This is an optimization exercise on Yosys and OpenROAD, whose aim is small area, a short achievable clock period and few clock cycles per item, not a production implementation.
In this exercise RTL edits were held to simulation tests only and were not proved equivalent to the original.
Power and IR drop assume default switching activity.

Setup of run 2:
==> flow/design.v (excerpt) <==
module bls_alu #(
    parameter integer N = 32
) (
    input  wire           clk,
    input  wire           rst,       
    input  wire           start,     
    input  wire [2*N+6:0] iw,        
    output wire           ready,
    output reg            done,
    output reg  [N-1:0]   res,
    output wire [4:0]     flags,     
    output reg  [1:0]     evt,       
    output wire [7:0]     fault,     
    output wire [7:0]     finfo
);
For scale: roughly 130 I/O pins.
clock: 10.0 ns
lec_check: 0
abc_area: 1
cap_margin: 20
core_margin: 2
core_utilization: 40
place_density: 0.85
setup_slack_margin: 4.0
slew_margin: 20
standard.sh (not shown) runs the stock make flow with config.mk's settings and CLKGATE_MAP_FILE= SYNTH_SCRIPT=/design/flow/synth_recipe.tcl, a recipe that flattens the netlist after the stock synthesis.
==> flow/flow/run.sh <==
#!/bin/bash
# The standard layout (the standard.sh, standard synthesis included), with
# plain buf_2 cells as the input and output port buffers instead of the
# clock-delay buffers that buffer_ports picks on its own.
set -euo pipefail
cd "$(dirname "${BASH_SOURCE[0]}")/.."
export BUFFER_PORTS_ARGS="-buffer_cell sky130_fd_sc_hd__buf_2"
bash standard.sh > standard_flow.log 2>&1
Run 2 went all the way through synthesis, placement and routing and the layout is clean on timing, DRC and antenna.
Testbench counts of run 2, summed over its fixed seeds: cycles 3,901, instrs 1,600.
Changes in run 1 relative to run 2:
Settings: PLACE_DENSITY: 0.85 -> 0.75; SETUP_SLACK_MARGIN: 4.0 -> 4.5.
Notes after the runs:
- Finished, but not clean: run 1, with capacitance limit, slew limit.
- For the number of vias after detailed routing, run 1 came in about 5% higher than run 2 did.
- Lower power was reported by run 2, not run 1.
- When run 1 is measured against run 2, its post-layout worst setup margin turns out 0.18 ns higher.
- Comparing run 1 and run 2, final hold slack is lower on run 1.
- Between run 1 and run 2, the fraction of the core area covered by cells at the end of the flow is higher for run 1.
- Data required time of the critical path (higher): run 2
- From run 2 to run 1 the numbers moved as follows: sequential share of layout area now smaller; time the worst path needs with I/O delays and setup went down 0.18 ns; clock group share of total power shows a reduction of 3.0 points.

---

== build 86 ==
The RTL this note starts from:
==> flow/design.v <==
module bls_alu #(
    parameter integer N = 32
) (
    input  wire           clk,
    input  wire           rst,       
    input  wire           start,     
    input  wire [2*N+6:0] iw,        
    output wire           ready,
    output reg            done,
    output reg  [N-1:0]   res,
    output wire [4:0]     flags,     
    output reg  [1:0]     evt,       
    output wire [7:0]     fault,     
    output wire [7:0]     finfo
);
    localparam [3:0] OP_ADD = 4'd0, OP_SUB = 4'd1, OP_MUL = 4'd2, OP_DIV = 4'd3,
                     OP_AND = 4'd4, OP_OR  = 4'd5, OP_XOR = 4'd6, OP_NOT = 4'd7,
                     OP_SHL = 4'd8, OP_SHR = 4'd9, OP_ROL = 4'd10, OP_ROR = 4'd11;
    localparam integer W = N + 4;    
    wire         vop = iw[2*N+6];
    wire         va  = iw[2*N+5];
    wire         vb  = iw[2*N+4];
    wire [3:0]   op  = iw[2*N+3:2*N];
    wire [N-1:0] fa  = iw[2*N-1:N];
    wire [N-1:0] fb  = iw[N-1:0];
    reg          busy;       
    reg          mode_mul;   
    reg  [3:0]   cnt;
    reg  [N-1:0] acc;        
    reg  [N-1:0] opr;        
    reg          dq;         
    reg          c_r, v_r, vsel, zen;
    reg  [1:0]   f_r;
    reg  [3:0]   fi_r;
    assign ready = ~busy;
    assign fault = {6'd0, f_r};
    assign finfo = {4'd0, fi_r};
    assign flags = {^res, res[N-1], v_r | (vsel & |acc), c_r, zen & ~|res};
    wire go     = start & ~busy;
    wire bad1   = ~vop | ~va;
    wire bad2   = (op < OP_NOT) & ~vb;
    wire b_zero = ~|fb;
    wire op_mul = (op == OP_MUL);
    wire op_div = (op == OP_DIV);
    wire op_sub = (op == OP_SUB);
    wire op_sb  = op_sub | op_div;       
    wire [N-1:0] m_a  = opr;
    wire [3:0]   m_b  = res[3:0];
    wire [W-1:0] m_p0 = {4'd0, m_b[0] ? m_a : {N{1'b0}}};
    wire [W-1:0] m_p1 = {3'd0, m_b[1] ? m_a : {N{1'b0}}, 1'b0};
    wire [W-1:0] m_p2 = {2'd0, m_b[2] ? m_a : {N{1'b0}}, 2'b0};
    wire [W-1:0] m_p3 = {1'd0, m_b[3] ? m_a : {N{1'b0}}, 3'b0};
    wire [W-1:0] m_p4 = {4'd0, acc};
    wire [W-1:0] cs1_s = m_p0 ^ m_p1 ^ m_p4;
    wire [W-1:0] cs1_c = {(m_p0[W-2:0] & m_p1[W-2:0]) | (m_p0[W-2:0] & m_p4[W-2:0]) | (m_p1[W-2:0] & m_p4[W-2:0]), 1'b0};
    wire [W-1:0] cs2_s = cs1_s ^ cs1_c ^ m_p2;
    wire [W-1:0] cs2_c = {(cs1_s[W-2:0] & cs1_c[W-2:0]) | (cs1_s[W-2:0] & m_p2[W-2:0]) | (cs1_c[W-2:0] & m_p2[W-2:0]), 1'b0};
    wire [W-1:0] cs3_s = cs2_s ^ cs2_c ^ m_p3;
    wire [W-1:0] cs3_c = {(cs2_s[W-2:0] & cs2_c[W-2:0]) | (cs2_s[W-2:0] & m_p3[W-2:0]) | (cs2_c[W-2:0] & m_p3[W-2:0]), 1'b0};
    wire [N-1:0] d_x1 = {acc[N-2:0], res[N-1]};
    wire [N-1:0] d_d1;
    wire         d_co1;
    bls_alu_add #(.N(N), .L(5)) u_sub (.x(d_x1), .y(dq ? ~opr : opr), .ci(dq), .s(d_d1), .co(d_co1), .c());
    wire         d_q1 = ~d_d1[N-1];
    wire [N-1:0] d_x2 = {d_d1[N-2:0], res[N-2]};
    wire         s_div = busy & ~mode_mul;
    wire         s_csa = busy & mode_mul;
    wire [W-1:0] ad_x = s_div ? {4'd0, d_x2}
                              : (s_csa ? cs3_s : {4'd0, fa});
    wire [W-1:0] ad_y = s_div ? {4'd0, opr ^ {N{d_q1}}}
                              : (s_csa ? cs3_c : {4'd0, op_sb ? ~fb : fb});
    wire         inv  = s_div ? d_q1 : (~busy & op_sb);
    wire [W-1:0] ad;
    wire         ad_co;
    wire [W:0]   ad_c;
    bls_alu_add #(.N(W), .L(6)) u_add (.x(ad_x), .y(ad_y), .ci(inv), .s(ad), .co(ad_co), .c(ad_c));
    wire         d_q2 = ~ad[N-1];
    wire [N-1:0] d_a2 = ad[N-1:0];
    wire [N-1:0] st_hi = mode_mul ? ad[W-1:4] : d_a2;
    wire [N-1:0] st_lo = mode_mul ? {ad[3:0], res[N-1:4]} : {res[N-3:0], d_q1, d_q2};
    wire [N:0]   as_full = {ad_c[N], ad[N-1:0]};    
    wire s_as  = (op[3:1] == 3'd0);                  
    wire s_and = (op == OP_AND), s_or = (op == OP_OR), s_xor = (op == OP_XOR);
    wire s_not = (op == OP_NOT);
    wire s_shl = (op == OP_SHL) | (op == OP_ROL);
    wire s_shr = (op == OP_SHR) | (op == OP_ROR);
    wire [N-1:0] sh_l = {fa[N-2:0], (op == OP_ROL) & fa[N-1]};
    wire [N-1:0] sh_r = {(op == OP_ROR) & fa[0], fa[N-1:1]};
    wire [N-1:0] e_res = ({N{s_as}}         & as_full[N-1:0])
                       | ({N{s_and | s_or}} & (fa & fb))
                       | ({N{s_or | s_xor}} & (fa ^ fb))
                       | ({N{s_not}}        & ~fa)
                       | ({N{s_shl}}        & sh_l)
                       | ({N{s_shr}}        & sh_r);
    wire e_c = ((op == OP_ADD) & as_full[N])
             | (op_sub & (~as_full[N] | b_zero))
             | (s_shl & fa[N-1])
             | (s_shr & fa[0]);
    wire e_v = op_sub & (fa[N-1] ^ fb[N-1]) & ~(as_full[N-1] ^ fb[N-1]);
    wire [1:0] e_evt = {op_div & b_zero, op[3] & op[2]};
    wire a_zero = ~|fa;
    wire d_exact = ~fb[N-1] | ~|fb[N-2:0];
    wire d_skip  = d_exact & ((|fb[N-1:26]) | ~|fa[N-1:6]);
    wire [N-1:0] d_acc0 = d_skip ? {6'd0, fa[N-1:6]} : {N{1'b0}};
    wire [N-1:0] d_res0 = d_skip ? {fa[5:0], 26'd0} : fa;
    wire [3:0]   d_cnt0 = d_skip ? 4'd13 : 4'd0;
    wire d_a_lt_b = ~as_full[N];
    wire iter_start = (op_mul & ~a_zero & ~b_zero) | (op_div & ~b_zero & ~(d_exact & d_a_lt_b));
    wire last = mode_mul ? (cnt == 4'd7) : (cnt == 4'd15);
    always @(posedge clk) begin
        if (rst) begin
            busy  <= 1'b0;
            done  <= 1'b0;
            res   <= {N{1'b0}};
            c_r   <= 1'b0;
            v_r   <= 1'b0;
            vsel  <= 1'b0;
            zen   <= 1'b0;
            evt   <= 2'd0;
            f_r   <= 2'd0;
            fi_r  <= 4'd0;
        end else begin
            done <= 1'b0;
            if (go) begin
                if (bad1) begin
                    f_r  <= 2'd1;
                    fi_r <= {2'd0, ~va, ~vop};
                    done <= 1'b1;
                end else if (bad2) begin
                    f_r  <= 2'd2;
                    fi_r <= op;
                    done <= 1'b1;
                end else begin
                    acc      <= op_mul ? {N{1'b0}} : d_acc0;
                    opr      <= op_mul ? fa : fb;
                    mode_mul <= op_mul;
                    cnt      <= op_mul ? 4'd0 : d_cnt0;
                    dq       <= 1'b1;
                    c_r  <= e_c;
                    v_r  <= e_v;
                    vsel <= 1'b0;
                    zen  <= 1'b1;
                    evt  <= e_evt;
                    f_r  <= 2'd0;
                    fi_r <= 4'd0;
                    res  <= iter_start ? (op_mul ? fb : d_res0) : e_res;
                    busy <= iter_start;
                    done <= ~iter_start;
                end
            end else if (busy) begin
                acc <= st_hi;
                res <= st_lo;
                dq  <= d_q2;
                cnt <= cnt + 1'b1;
                if (last) begin
                    busy <= 1'b0;
                    done <= 1'b1;
                    c_r  <= 1'b0;
                    v_r  <= 1'b0;
                    vsel <= mode_mul;
                    zen  <= 1'b1;
                    evt  <= 2'd0;
                    f_r  <= 2'd0;
                    fi_r <= 4'd0;
                end
            end
        end
    end
endmodule
module bls_alu_add #(
    parameter integer N = 32,
    parameter integer L = 5       
) (
    input  wire [N-1:0] x,
    input  wire [N-1:0] y,
    input  wire         ci,
    output wire [N-1:0] s,
    output wire         co,
    output wire [N:0]   c         
);
    wire [N-1:0] p = x ^ y;
    wire [N-1:0] g = x & y;
    wire [N-1:0] gl [0:L];
    wire [N-1:0] pl [0:L];
    assign gl[0] = g;
    assign pl[0] = p;
    genvar l, i;
    generate
        for (l = 0; l < L; l = l + 1) begin : lv
            for (i = 0; i < N; i = i + 1) begin : bt
                if ((i >> l) & 1) begin : cmb
                    localparam integer J = ((i >> l) << l) - 1;
                    assign gl[l+1][i] = gl[l][i] | (pl[l][i] & gl[l][J]);
                    assign pl[l+1][i] = pl[l][i] & pl[l][J];
                end else begin : pas
                    assign gl[l+1][i] = gl[l][i];
                    assign pl[l+1][i] = pl[l][i];
                end
            end
        end
    endgenerate
    assign c  = {gl[L] | (pl[L] & {N{ci}}), ci};
    assign s  = p ^ c[N-1:0];
    assign co = c[N];
endmodule
Settings: LEC_CHECK=0, ABC_AREA=1, CAP_MARGIN=20, CORE_MARGIN=2, CORE_UTILIZATION=40, PLACE_DENSITY=0.75, SETUP_SLACK_MARGIN=4.0, SLEW_MARGIN=20; clock period 10.0 ns.
Scripts as last shown in full above: flow/flow/run.sh
Testbench counts of build 86, summed over its fixed seeds: cycles 3,901, instrs 1,600.
Relative to build 86, the following input files were edited for build 83:
-- flow/config.mk --
<<< build 86, line 11
export CORE_UTILIZATION = 40
export PLACE_DENSITY = 0.75
export SETUP_SLACK_MARGIN = 4.0
export SLEW_MARGIN = 20
>>> build 83, line 11
export CORE_UTILIZATION = 40
export PLACE_DENSITY = 0.75
export SETUP_SLACK_MARGIN = 3.5
export SLEW_MARGIN = 20
Notes after the runs:
- Diff build 83..build 86 | met3 track utilization from global routing | negligible
- Build 83 against build 86: fraction of power spent switching nets lower, upper clock frequency limit lower.
- The global-route met1 utilization of build 83 and that of build 86 are within noise of each other.
- Re depth of the worst register-to-register path: build 86 was lower than build 83.
- Looking only at detailed-route wire length, and setting everything else aside, the higher value of build 86 and build 83 goes to build 86.
- Of build 86 and build 83, the run reporting the higher non-clock buffer count was build 86.
- Build 83 vs. build 86: clock network fraction of design power went up by 0.2 points.
- Looking at build 86 and build 83, the worst hold slack is a wash.
Input-level comparison between build 91 and build 83:
-- flow/config.mk --
<<< build 83, line 11
export CORE_UTILIZATION = 40
export PLACE_DENSITY = 0.75
export SETUP_SLACK_MARGIN = 3.5
export SLEW_MARGIN = 20
>>> build 91, line 11
export CORE_UTILIZATION = 40
export PLACE_DENSITY = 0.75
export SETUP_SLACK_MARGIN = 4.25
export SLEW_MARGIN = 20
## What came out
Delta (build 91 minus build 83): combinational group share of total power picked up an extra 1.7 points, global-route wire length before repair increased by about 1.4% relative to the old numbers, utilization grew by 1.5 points, final cell count rose by 1.1%, combinational power grew by 7.6%.
Across both runs, post-detailed-routing wire length was higher for build 91 than for build 83.
In build 91 relative to build 83, per-cell routed wire length had gone up by a few percent.
Shortest clock period the worst path allows after layout: build 91 better than build 83
According to the power report, total power for build 91 is higher than for build 83.
On relative area change from synthesis to final layout: build 91 sits above build 83.
Looking at end point of the critical path, the res[10] result is from build 83; the res[11] one comes from build 91.

[what the ideal ports hide]
How much do the figures lean on ideal ports? The routed layouts below were timed once more, with nothing changed but the port constraints. Step 1 sets driving cells, clkbuf_16 on the clock port and buf_2 on the other inputs (assumed; they add their load-dependent delay and slew). Step 2, shift: input delay + t, output delay - t, t = (earliest + latest rising clock arrival at the registers) / 2. This alone moves slack from input paths to output paths. a / b / c = ideal ports / drivers / drivers and shift; a / b = the first two.
run	t (ns)	setup slack, ns	worst register clock-pin slew, ns	worst data-port slew with drivers (ns)	cell pins on the clock port's net
run 2	0.493	4.280 / 4.280 / 3.833	0.07 / 0.07	0.09	1
run 1	0.483	4.455 / 4.455 / 4.055	0.07 / 0.07	0.10	1
build 86	0.484	4.151 / 4.151 / 3.806	0.07 / 0.07	0.09	1
build 83	0.480	3.881 / 3.881 / 3.438	0.07 / 0.07	0.09	1
build 91	0.485	4.359 / 4.359 / 3.991	0.07 / 0.07	0.09	1
The setup slack of run 2, which loses most, moves by 0.000 ns with the drivers and by -0.447 ns with both steps.
